Context: an optimization exercise on an open-source flow, tuned for small area. The choices shown serve that exercise and are no tape-out recipe. Function not checked in this run: the RTL went through the layout flow alone.

<file path="design/flow/design.v">
module rbc #(
    parameter integer P_BUSY_GUARD     = 4,    
    parameter integer P_TSETTLE_MIN_MS = 10    
) (
    input  wire        clk,
    input  wire        rst_n,
    input  wire        ms_tick,
    input  wire        host_sel,
    input  wire        host_we,
    input  wire [8:0]  host_addr,
    input  wire [31:0] host_wdata,
    output reg  [31:0] host_rdata,
    output wire        host_berr,
    output wire        nss_o,
    output wire        sck_o,
    output wire        sck_oe,
    output wire        mosi_o,
    output wire        mosi_oe,
    input  wire        miso_i,
    input  wire        busy_i,
    input  wire        dio1_i,
    output wire        nrst_oe,
    output wire        irq_radio_o,
    output wire        irq_ctl_o,
    output wire        crit_o
);
    localparam [3:0] PH_IDLE    = 4'd0,
                     PH_XPRE    = 4'd1,
                     PH_XSEL    = 4'd2,
                     PH_XSHIFT  = 4'd3,
                     PH_XGUARD  = 4'd4,
                     PH_XPOST   = 4'd5,
                     PH_RLOW    = 4'd6,
                     PH_RREL    = 4'd7,
                     PH_RSETTLE = 4'd8,
                     PH_FATAL   = 4'd15;
    localparam [1:0] KIND_NONE  = 2'd0,
                     KIND_XFER  = 2'd1,
                     KIND_RESET = 2'd2,
                     KIND_WAKE  = 2'd3;
    localparam [1:0] RS_UNINIT   = 2'd0,
                     RS_MIDRESET = 2'd1,
                     RS_AWAKE    = 2'd2,
                     RS_ASLEEP   = 2'd3;
    localparam [2:0] ERR_NONE     = 3'd0,
                     ERR_OP       = 3'd1,
                     ERR_INFLIGHT = 3'd2,
                     ERR_STATE    = 3'd3,
                     ERR_SIZE     = 3'd4,
                     ERR_HIZ      = 3'd5,
                     ERR_FATAL    = 3'd6,
                     ERR_LOCK     = 3'd7;
    localparam [5:0] R_CMD      = 6'd0,
                     R_ADDR     = 6'd1,
                     R_STATUS   = 6'd2,
                     R_IRQEN    = 6'd3,
                     R_PINCTL   = 6'd4,
                     R_TRST_LOW = 6'd5,
                     R_TRST_REL = 6'd6,
                     R_TSETTLE  = 6'd7,
                     R_BUSY_TMO = 6'd8,
                     R_SCKDIV   = 6'd9,
                     R_WAKECFG  = 6'd10,
                     R_RXSTAT   = 6'd11;
    localparam integer GCW = (P_BUSY_GUARD > 1) ? $clog2(P_BUSY_GUARD) : 1;
    localparam [GCW-1:0] GC_LAST = P_BUSY_GUARD - 1;
    localparam [15:0] TSETTLE_MIN = P_TSETTLE_MIN_MS;
    reg        busy_s1, busy_s2;
    reg        dio_s1, dio_s2, dio_s3;
    reg [3:0]  ph;
    reg [1:0]  kind;
    reg [7:0]  d_opc;
    reg        d_dir;
    reg        d_hasaddr;
    reg        d_sleep;
    reg [8:0]  d_size;
    reg [8:0]  bi;
    reg [2:0]  bit_idx;
    reg [7:0]  hc;
    reg [7:0]  rb;
    reg [16:0] dc;
    reg [GCW-1:0] gc;
    reg        nss_q, sck_q, mosi_q, nrst_q;
    reg [31:0] cmdlast;
    reg [15:0] addr;
    reg        done, err, fatal, irqpend;
    reg [2:0]  errcode;
    reg [1:0]  fatalcause;
    reg [1:0]  rstate;
    reg [3:0]  irqen;           
    reg        hiz;
    reg [15:0] trst_low, trst_rel, tsettle, busy_tmo;
    reg [7:0]  sckdiv;
    reg [7:0]  wake_opc;
    reg [8:0]  wake_size;
    reg [7:0]  rxstat;
    reg [7:0]  dbuf [0:255];
    wire busyeng = (ph != PH_IDLE);
    wire crit    = (ph != PH_IDLE) && (ph != PH_FATAL);
    wire in_reset_seq = (ph == PH_RLOW) || (ph == PH_RREL) || (ph == PH_RSETTLE);
    assign crit_o      = crit;
    assign nss_o       = nss_q;
    assign sck_o       = sck_q;
    assign mosi_o      = mosi_q;
    assign nrst_oe     = nrst_q;
    assign sck_oe      = ~hiz;
    assign mosi_oe     = ~hiz;
    assign irq_radio_o = irqpend & irqen[0] & ~crit;
    assign irq_ctl_o   = (done & irqen[1]) | (err & irqen[2]) | (fatal & irqen[3]);
    wire       h_misaligned = (host_addr[1:0] != 2'b00);
    wire       h_reserved   = (host_addr >= 9'h030) && (host_addr <= 9'h0FC);
    wire       h_ok         = rst_n & host_sel & ~h_misaligned & ~h_reserved;
    wire       h_wr         = h_ok & host_we;
    wire       h_is_dbuf    = host_addr[8];
    wire [5:0] h_word       = host_addr[7:2];
    assign host_berr = rst_n & host_sel & (h_misaligned | h_reserved);
    wire wr_reg    = h_wr & ~h_is_dbuf;
    wire wr_cmd    = wr_reg & (h_word == R_CMD);
    wire wr_status = wr_reg & (h_word == R_STATUS);
    wire wr_irqen  = wr_reg & (h_word == R_IRQEN);
    wire wr_dbuf   = h_wr & h_is_dbuf;
    wire wr_lockable = wr_dbuf |
                       (wr_reg & ((h_word == R_ADDR)     || (h_word == R_PINCTL)   ||
                                  (h_word == R_TRST_LOW) || (h_word == R_TRST_REL) ||
                                  (h_word == R_TSETTLE)  || (h_word == R_BUSY_TMO) ||
                                  (h_word == R_SCKDIV)   || (h_word == R_WAKECFG)));
    wire lock_refuse = wr_lockable & busyeng;
    wire cfg_write   = wr_lockable & ~busyeng;
    wire [3:0] c_op    = host_wdata[3:0];
    wire [8:0] c_size  = host_wdata[28:20];
    wire       c_resv  = (host_wdata[7:4] != 4'd0) || host_wdata[19] ||
                         (host_wdata[31:29] != 3'd0);
    wire       c_illegal = c_resv || !((c_op == 4'h1) || (c_op == 4'h2) || (c_op == 4'h3));
    reg [2:0] c_code;
    always @* begin
        if (fatal)
            c_code = ERR_FATAL;
        else if (busyeng)
            c_code = ERR_INFLIGHT;
        else if (c_illegal)
            c_code = ERR_OP;
        else if (((c_op == 4'h1) || (c_op == 4'h3)) && hiz)
            c_code = ERR_HIZ;
        else if ((c_op == 4'h1) && (rstate != RS_AWAKE))
            c_code = ERR_STATE;
        else if ((c_op == 4'h3) && (rstate != RS_ASLEEP))
            c_code = ERR_STATE;
        else if ((c_op == 4'h1) && (c_size > 9'd256))
            c_code = ERR_SIZE;
        else
            c_code = ERR_NONE;
    end
    wire       cmd_refuse  = wr_cmd & (c_code != ERR_NONE);
    wire       cmd_accept  = wr_cmd & (c_code == ERR_NONE);
    wire       refuse      = cmd_refuse | lock_refuse;
    wire [2:0] refuse_code = cmd_refuse ? c_code : ERR_LOCK;
    wire [8:0] hdr_len   = d_hasaddr ? 9'd3 : 9'd1;           
    wire [8:0] frame_len = hdr_len + d_size;                   
    wire [8:0] bi_next   = bi + 9'd1;
    wire [8:0] k_cur     = bi - hdr_len;                       
    wire [8:0] k_next    = bi_next - hdr_len;
    wire       last_byte = (bi == frame_len - 9'd1);
    reg [7:0] fb_cur, fb_next;
    always @* begin
        if (bi == 9'd0)
            fb_cur = d_opc;
        else if (d_hasaddr && (bi == 9'd1))
            fb_cur = addr[15:8];
        else if (d_hasaddr && (bi == 9'd2))
            fb_cur = addr[7:0];
        else if (!d_dir)
            fb_cur = dbuf[k_cur[7:0]];
        else
            fb_cur = 8'h00;
    end
    always @* begin
        if (d_hasaddr && (bi_next == 9'd1))
            fb_next = addr[15:8];
        else if (d_hasaddr && (bi_next == 9'd2))
            fb_next = addr[7:0];
        else if (!d_dir)
            fb_next = dbuf[k_next[7:0]];
        else
            fb_next = 8'h00;
    end
    reg [7:0] rb_new;
    integer i;
    always @* begin
        for (i = 0; i < 8; i = i + 1)
            rb_new[i] = (bit_idx == i) ? miso_i : rb[i];
    end
    wire half_end      = (ph == PH_XSHIFT) && (hc == sckdiv);
    wire bit_sampled   = half_end && sck_q;
    wire byte_received = bit_sampled && (bit_idx == 3'd0);
    wire rx_to_dbuf    = byte_received && d_dir && (bi >= hdr_len);
    wire rx_to_rxstat  = byte_received && (bi == 9'd0);
    wire [16:0] dc_inc     = (dc == 17'h1FFFF) ? dc : dc + 17'd1;
    wire        bw_timeout = (busy_tmo != 16'd0) && (dc == {1'b0, busy_tmo});
    always @(posedge clk) begin
        if (rst_n) begin
            if (wr_dbuf && !busyeng) begin
                dbuf[{h_word, 2'd0}] <= host_wdata[7:0];
                dbuf[{h_word, 2'd1}] <= host_wdata[15:8];
                dbuf[{h_word, 2'd2}] <= host_wdata[23:16];
                dbuf[{h_word, 2'd3}] <= host_wdata[31:24];
            end
            if (rx_to_dbuf)
                dbuf[k_cur[7:0]] <= rb_new;
        end
    end
    always @(posedge clk) begin
        if (!rst_n) begin
            busy_s1    <= 1'b0;
            busy_s2    <= 1'b0;
            dio_s1     <= 1'b0;
            dio_s2     <= 1'b0;
            dio_s3     <= 1'b0;
            ph         <= PH_IDLE;
            kind       <= KIND_NONE;
            d_opc      <= 8'h00;
            d_dir      <= 1'b0;
            d_hasaddr  <= 1'b0;
            d_sleep    <= 1'b0;
            d_size     <= 9'd0;
            bi         <= 9'd0;
            bit_idx    <= 3'd0;
            hc         <= 8'd0;
            rb         <= 8'h00;
            dc         <= 17'd0;
            gc         <= {GCW{1'b0}};
            nss_q      <= 1'b1;
            sck_q      <= 1'b0;
            mosi_q     <= 1'b0;
            nrst_q     <= 1'b0;
            cmdlast    <= 32'h0;
            addr       <= 16'h0;
            done       <= 1'b0;
            err        <= 1'b0;
            errcode    <= ERR_NONE;
            fatal      <= 1'b0;
            fatalcause <= 2'd0;
            irqpend    <= 1'b0;
            rstate     <= RS_UNINIT;
            irqen      <= 4'h0;
            hiz        <= 1'b0;
            trst_low   <= 16'd20;
            trst_rel   <= 16'd20;
            tsettle    <= TSETTLE_MIN;
            busy_tmo   <= 16'd0;
            sckdiv     <= 8'd3;
            wake_opc   <= 8'hC0;
            wake_size  <= 9'd1;
            rxstat     <= 8'h00;
        end else begin
            busy_s1 <= busy_i;
            busy_s2 <= busy_s1;
            dio_s1  <= dio1_i;
            dio_s2  <= dio_s1;
            dio_s3  <= dio_s2;
            if (cfg_write && !h_is_dbuf) begin
                case (h_word)
                    R_ADDR:     addr     <= host_wdata[15:0];
                    R_PINCTL:   hiz      <= host_wdata[0];
                    R_TRST_LOW: trst_low <= (host_wdata[15:0] < 16'd20) ? 16'd20 : host_wdata[15:0];
                    R_TRST_REL: trst_rel <= (host_wdata[15:0] < 16'd20) ? 16'd20 : host_wdata[15:0];
                    R_TSETTLE:  tsettle  <= (host_wdata[15:0] < TSETTLE_MIN) ? TSETTLE_MIN : host_wdata[15:0];
                    R_BUSY_TMO: busy_tmo <= host_wdata[15:0];
                    R_SCKDIV:   sckdiv   <= host_wdata[7:0];
                    R_WAKECFG: begin
                        wake_opc  <= host_wdata[7:0];
                        wake_size <= (host_wdata[24:16] > 9'd256) ? 9'd256 : host_wdata[24:16];
                    end
                    default: ;
                endcase
            end
            if (wr_irqen)
                irqen <= host_wdata[3:0];
            if (wr_status) begin
                if (host_wdata[1]) done <= 1'b0;
                if (host_wdata[2]) begin
                    err     <= 1'b0;
                    errcode <= ERR_NONE;
                end
                if (host_wdata[4]) irqpend <= 1'b0;
            end
            if (refuse) begin
                if (!err) errcode <= refuse_code;
                err <= 1'b1;
            end
            if (cmd_accept) begin
                cmdlast <= host_wdata;
                done    <= 1'b0;
                case (c_op)
                    4'h1: begin  
                        d_opc     <= host_wdata[15:8];
                        d_dir     <= host_wdata[16];
                        d_hasaddr <= host_wdata[17];
                        d_sleep   <= host_wdata[18];
                        d_size    <= host_wdata[28:20];
                        kind      <= KIND_XFER;
                        dc        <= 17'd0;
                        ph        <= PH_XPRE;
                    end
                    4'h3: begin  
                        d_opc     <= wake_opc;
                        d_dir     <= 1'b1;
                        d_hasaddr <= 1'b0;
                        d_sleep   <= 1'b0;
                        d_size    <= wake_size;
                        kind      <= KIND_WAKE;
                        nss_q     <= 1'b0;
                        sck_q     <= 1'b0;
                        mosi_q    <= wake_opc[7];
                        hc        <= 8'd0;
                        bi        <= 9'd0;
                        bit_idx   <= 3'd7;
                        rb        <= 8'h00;
                        ph        <= PH_XSEL;
                    end
                    default: begin  
                        kind    <= KIND_RESET;
                        rstate  <= RS_MIDRESET;
                        irqpend <= 1'b0;
                        nrst_q  <= 1'b1;
                        dc      <= 17'd0;
                        ph      <= PH_RLOW;
                    end
                endcase
            end
            case (ph)
                PH_XPRE: begin
                    if (!busy_s2) begin
                        nss_q   <= 1'b0;
                        sck_q   <= 1'b0;
                        mosi_q  <= d_opc[7];
                        hc      <= 8'd0;
                        bi      <= 9'd0;
                        bit_idx <= 3'd7;
                        rb      <= 8'h00;
                        ph      <= PH_XSEL;
                    end else if (ms_tick) begin
                        if (bw_timeout) begin
                            ph         <= PH_FATAL;
                            fatal      <= 1'b1;
                            fatalcause <= 2'd1;
                        end else begin
                            dc <= dc_inc;
                        end
                    end
                end
                PH_XSEL: begin
                    if (hc == sckdiv) begin
                        hc    <= 8'd0;
                        sck_q <= 1'b1;
                        ph    <= PH_XSHIFT;
                    end else begin
                        hc <= hc + 8'd1;
                    end
                end
                PH_XSHIFT: begin
                    if (hc != sckdiv) begin
                        hc <= hc + 8'd1;
                    end else begin
                        hc <= 8'd0;
                        if (sck_q) begin
                            rb    <= rb_new;
                            sck_q <= 1'b0;
                            if (bit_idx != 3'd0)
                                mosi_q <= fb_cur[bit_idx - 3'd1];
                            else begin
                                if (rx_to_rxstat)
                                    rxstat <= rb_new;
                                if (!last_byte)
                                    mosi_q <= fb_next[7];
                                else
                                    mosi_q <= 1'b0;
                            end
                        end else begin
                            if (bit_idx != 3'd0) begin
                                bit_idx <= bit_idx - 3'd1;
                                sck_q   <= 1'b1;
                            end else if (!last_byte) begin
                                bi      <= bi_next;
                                bit_idx <= 3'd7;
                                rb      <= 8'h00;
                                sck_q   <= 1'b1;
                            end else begin
                                nss_q <= 1'b1;
                                gc    <= {GCW{1'b0}};
                                ph    <= PH_XGUARD;
                            end
                        end
                    end
                end
                PH_XGUARD: begin
                    if (gc == GC_LAST) begin
                        if ((kind == KIND_XFER) && d_sleep) begin
                            ph     <= PH_IDLE;
                            done   <= 1'b1;
                            rstate <= RS_ASLEEP;
                            kind   <= KIND_NONE;
                        end else begin
                            dc <= 17'd0;
                            ph <= PH_XPOST;
                        end
                    end else begin
                        gc <= gc + 1'b1;
                    end
                end
                PH_XPOST: begin
                    if (!busy_s2) begin
                        ph   <= PH_IDLE;
                        done <= 1'b1;
                        if (kind == KIND_WAKE)
                            rstate <= RS_AWAKE;
                        kind <= KIND_NONE;
                    end else if (ms_tick) begin
                        if (bw_timeout) begin
                            ph         <= PH_FATAL;
                            fatal      <= 1'b1;
                            fatalcause <= (kind == KIND_WAKE) ? 2'd3 : 2'd2;
                        end else begin
                            dc <= dc_inc;
                        end
                    end
                end
                PH_RLOW: begin
                    if (ms_tick) begin
                        if (dc == {1'b0, trst_low}) begin
                            nrst_q <= 1'b0;
                            dc     <= 17'd0;
                            ph     <= PH_RREL;
                        end else begin
                            dc <= dc + 17'd1;
                        end
                    end
                end
                PH_RREL: begin
                    if (ms_tick) begin
                        if (dc == {1'b0, trst_rel}) begin
                            dc <= 17'd0;
                            ph <= PH_RSETTLE;
                        end else begin
                            dc <= dc + 17'd1;
                        end
                    end
                end
                PH_RSETTLE: begin
                    if (ms_tick) begin
                        if (dc == {1'b0, tsettle}) begin
                            ph     <= PH_IDLE;
                            done   <= 1'b1;
                            rstate <= RS_AWAKE;
                            kind   <= KIND_NONE;
                        end else begin
                            dc <= dc + 17'd1;
                        end
                    end
                end
                default: ;  
            endcase
            if (dio_s2 && !dio_s3 && irqen[0] && !in_reset_seq)
                irqpend <= 1'b1;
        end
    end
    wire [31:0] status_word = {12'h000, ph, 1'b0, errcode, fatalcause, rstate,
                               crit, dio_s2, busy_s2, irqpend, fatal, err, done, busyeng};
    always @* begin
        if (h_is_dbuf) begin
            host_rdata = {dbuf[{h_word, 2'd3}], dbuf[{h_word, 2'd2}],
                          dbuf[{h_word, 2'd1}], dbuf[{h_word, 2'd0}]};
        end else begin
            case (h_word)
                R_CMD:      host_rdata = cmdlast;
                R_ADDR:     host_rdata = {16'h0000, addr};
                R_STATUS:   host_rdata = status_word;
                R_IRQEN:    host_rdata = {28'h0, irqen};
                R_PINCTL:   host_rdata = {31'h0, hiz};
                R_TRST_LOW: host_rdata = {16'h0000, trst_low};
                R_TRST_REL: host_rdata = {16'h0000, trst_rel};
                R_TSETTLE:  host_rdata = {16'h0000, tsettle};
                R_BUSY_TMO: host_rdata = {16'h0000, busy_tmo};
                R_SCKDIV:   host_rdata = {24'h0, sckdiv};
                R_WAKECFG:  host_rdata = {7'h00, wake_size, 8'h00, wake_opc};
                R_RXSTAT:   host_rdata = {24'h0, rxstat};
                default:    host_rdata = 32'h0;
            endcase
        end
    end
endmodule
</file>
<file path="design/flow/run.sh">
#!/bin/bash
# synth_recipe.tcl (not shown) runs the flow's synth.tcl, then flattens the netlist and writes it again
# the make line also repeats each setting of config.mk as NAME=value (left out here)
make -C /OpenROAD-flow-scripts/flow DESIGN_CONFIG=/design/flow/config.mk WORK_HOME=/design/flow/orfs CLKGATE_MAP_FILE= SYNTH_SCRIPT=/design/flow/synth_recipe.tcl finish
</file>
<file path="design/flow/config.mk">
export PLATFORM = sky130hd
export DESIGN_NAME = rbc
export DESIGN_NICKNAME = rbc
export VERILOG_FILES = /design/flow/design.v
export SDC_FILE = /design/flow/constraint.sdc
export NUM_CORES = 4
export LEC_CHECK = 0
export CAP_MARGIN = 35
export CORE_MARGIN = 2
export CORE_UTILIZATION = 40
export SLEW_MARGIN = 35
</file>
<file path="design/flow/constraint.sdc">
create_clock -name core_clock -period 10.0 [get_ports {clk}]
set_input_delay 2.0000 -clock core_clock [delete_from_list [all_inputs] [get_ports {clk}]]
set_output_delay 2.0000 -clock core_clock [all_outputs]
set_load 0.01 [all_outputs]
</file>
==> results.txt <==
[state kept, by name, summed over array words and instances, names as in the netlist, 3 cells and up]
register   cells
dbuf        2048
cmdlast       32
dc            17
addr          16
busy_tmo      16
trst_low      16
trst_rel      16
tsettle       16
bi             9
d_size         9
wake_size      9
d_opc          8
hc             8
rb             8
rxstat         8
sckdiv         8
wake_opc       8
irqen          4
ph             4
bit_idx        3
errcode        3
[per-stage QoR]
| step | instance area, µm² | instances | hold slack [ns] |
|---|---|---|---|
| after detailed placement | 143000 | 13560 | 0.423 |
| after CTS | 152000 | 14067 | 0.445 |
| after floorplan | 137000 | 9620 | 0.412 |
| after global routing | 152000 | 14088 | 0.461 |
| after global placement | 142000 | 13550 | 0.426 |
| final | 152000 | 14139 | 0.438 |
[area by class of cell]
class	count	area, µm²
tap	4536	5680
timing repair buffer	401	3780
multi-input combinational	6308	66900
clock buffer	350	7520
clock inverter	157	1550
fill	30100	188000
antenna	67	168
inverter	29	121
sequential	2291	66400
[power by group through the flow]
stage	clock, mW	sequential [mW]	combinational (mW)
2_1_floorplan	0	10.6	0.912
3_3_place_gp	0	10.6	1.66
3_5_place_dp	0	10.6	1.70
4_1_cts	10.5	10.4	1.70
5_1_grt	10.8	10.4	1.78
6_report	10.5	10.4	1.80
[worst paths after layout]
kind / start / end
setup / recovery: host_addr[4] / host_rdata[21]
hold / removal: busy_s1 / busy_s2
setup reg to reg: bi[0] / mosi_q
hold reg to reg: busy_s1 / busy_s2
[layout by cell type, fill, tap and decap left out, types with 200 or more instances in the layout]
cell,instances
sky130_fd_sc_hd__dfxtp_1,242
sky130_fd_sc_hd__edfxtp_1,2048
sky130_fd_sc_hd__clkbuf_16,286
sky130_fd_sc_hd__buf_4,287
sky130_fd_sc_hd__a21oi_1,258
sky130_fd_sc_hd__mux4_2,1279
sky130_fd_sc_hd__mux2_1,200
sky130_fd_sc_hd__o21ai_0,351
sky130_fd_sc_hd__mux2_2,1597
sky130_fd_sc_hd__nand2_1,1277
[layer usage]
layer  up-vias  GRT usage
met1     54264      0.518
met4        56      0.261
met2     10186      0.574
met3      2093      0.176
met5         -    0.00780
li1      37655          -
[logic make-up after synthesis]
kind of cell / synth area share
buf+inv: 0.0318
flops: 0.484
simple gates: 0.0664
mux: 0.363
fa+ha+maj: 0.00216
xor+xnor: 0.00739
compound gates: 0.0450
[worst max-delay path: cells and delay by family]
family | cells | cell delay (ns)
AO/OA/AOI/OAI | 1 | 0.25
AND/OR/NAND/NOR | 1 | 0.32
multiplexers | 2 | 1.30
buffers and inverters | 4 | 2.69
==> results.json <==
{
  "synth_cells": 9620,
  "tritoncts_clock_tree": "built",
  "critPathArrivalTime_ns": 6.67,
  "design.die.area_mm2": 0.347,
  "placement.io_buffers": 90,
  "flop2flop_setup_slack_ns": 2.68,
  "final_net_count": 9385,
  "maxCapViolCount": 0,
  "synth_area_mm2": 0.137,
  "via_count_of_the_first_global_routing_pass": 96322,
  "worst_skew_pair.late_latency_ns": 0.98,
  "worstSetupPathType": "input port to output pin",
  "yosysWarnings": 1,
  "gp_congestion": 1.07,
  "cp-end-kind": "output pin",
  "clkSinkCount": 2291,
  "reg2regPathDepth": 13,
  "power_leakage_nw": 50.2,
  "final.period_utilization": 0.867,
  "wl_met1_mm": 256,
  "area_leader_netlist": "sky130_fd_sc_hd__edfxtp_1",
  "antenna_found_initial": 110,
  "synth.lib_cells_used.distinct": 90,
  "grt_max_degree": 147,
  "dieWidth_um": 589,
  "crit_slowest_cell": "sky130_fd_sc_hd__clkdlybuf4s50_1",
  "placement_setup_slack_ns": 1.49,
  "total_negative_setup_slack_ns": 0,
  "whs_path_depth": 1,
  "syn-mean-instance-area_um2": 14.2,
  "starting_density": 0.403,
  "ys.flop_type": "sky130_fd_sc_hd__edfxtp_1",
  "design_power_total_mw": 22.7,
  "outcome": "timing/DRC/antenna clean",
  "dieHeight_um": 589,
  "core-area_mm2": 0.340,
  "drt_wl_total_mm": 726,
  "placementRows": 214,
  "finalHoldViolations": 0,
  "tritoncts.num_buffers": 282,
  "finClkSkew_ns": 0.0522,
  "rsz0062_at_grt": "no",
  "clock_power_frac": 0.462,
  "detailedRoute.firstPassIterationCount": 8,
  "yosysSeqAreaShare": 0.484,
  "setup_viol": 0,
  "cts_resized": 0,
  "antenna_nets_post_route": 0,
  "grt_first_pass_wirelength_mm": 947,
  "count_of_flip_flops_with_a_built_in_enable_after_synthesis": 2048,
  "postLayoutCoreUtil": 0.447,
  "vias": 104254,
  "clock_tree.root_cell": "sky130_fd_sc_hd__clkbuf_16",
  "synth_area_leaders": "sky130_fd_sc_hd__edfxtp_1 45%, sky130_fd_sc_hd__mux4_2 21%, sky130_fd_sc_hd__mux2_2 13%",
  "number_of_top_level_pins": 91,
  "yosys-top-cells-count": "2048 x sky130_fd_sc_hd__edfxtp_1, 1604 x sky130_fd_sc_hd__mux2_2, 1279 x sky130_fd_sc_hd__mux4_2",
  "post_cts_buffers": 0,
  "path_clk_slew_ns": 0.06,
  "fin_crit_ns": 8.67,
  "wl_met3_mm": 114,
  "timing.fmax_mhz": 115,
  "final_max_slew_viol_count": 0,
  "seq_power_share": 0.458,
  "groute.usage.overall": 0.410,
  "holdBufCountCts": 0,
  "timing.critical_path.fanout_max": 55,
  "route.top_layer_used": "met5",
  "hpwlAfterDp_mm": 513,
  "hold_path_class": "register to register",
  "critical_path_required_ns": 8.00,
  "cts.path.max_buffers": 4,
  "wl_met2_mm": 299,
  "synth.net_count": 9692,
  "global_route.overflow_total": 0,
  "htree_num_levels": 5,
  "drt_iter0_markers": 20993,
  "power.switching_mw": 5.72,
  "p_sw_frac": 0.252,
  "power_frac_comb": 0.079,
  "worst-slew-pin-transition_ns": 1.21,
  "netlist.area_leader.share": 0.449,
  "power.density_mw_per_mm2": 149,
  "wire_per_inst_um": 51.3,
  "timing.max_slew.rel_slack": 0.194,
  "post_route_cells_drive_above_1_share": 0.406,
  "p_int_mw": 17.0,
  "ordered_list_of_cells_on_the_worst_path": "clkdlybuf4s50_1 > inv_8 > buf_4 > mux4_2 > mux4_2 > nand2_1 > o21ai_0 > clkdlybuf4s50_1",
  "yosys.cell_count.top_type": "sky130_fd_sc_hd__edfxtp_1",
  "final_critical_path_setup_slack_ns": 1.33,
  "vias_per_std_cell": 7.37,
  "synth.ff_latch_count": 2291,
  "async_reset_ff_frac": 0,
  "slowest_delay_ns": 0.89,
  "layout-area-overhead-vs-synth_pct": 11.0,
  "drc_errors": 0,
  "worst_setup_path_start_kind": "input port",
  "peakVddDrop_mv": 0.137
}

==> afterwards: timing with drivers on the ports <==
How much do the figures lean on ideal ports? The routed layout below was timed once more, with nothing changed but the port constraints.
Step 1, drivers: a clkbuf_16 drives clk and a buf_2 each remaining input, both assumed.
Step 2 adds t to the input delays and takes it off the output delays; t is the mean of the earliest and latest rising clock arrival at the registers after step 1. Input paths then give back, and output paths get back, about the clock's delay inside the block.
Three values: ideal ports, drivers, drivers and shift; two values: the first two.
t, ns: 1.073
setup WS [ns]: 1.325 / 1.292 / 1.292
pins driven straight from the clock port: 1
After both steps setup and hold are still met in this run. The setup slack of this run moves by -0.033 ns with the drivers and by -0.033 ns with both steps.
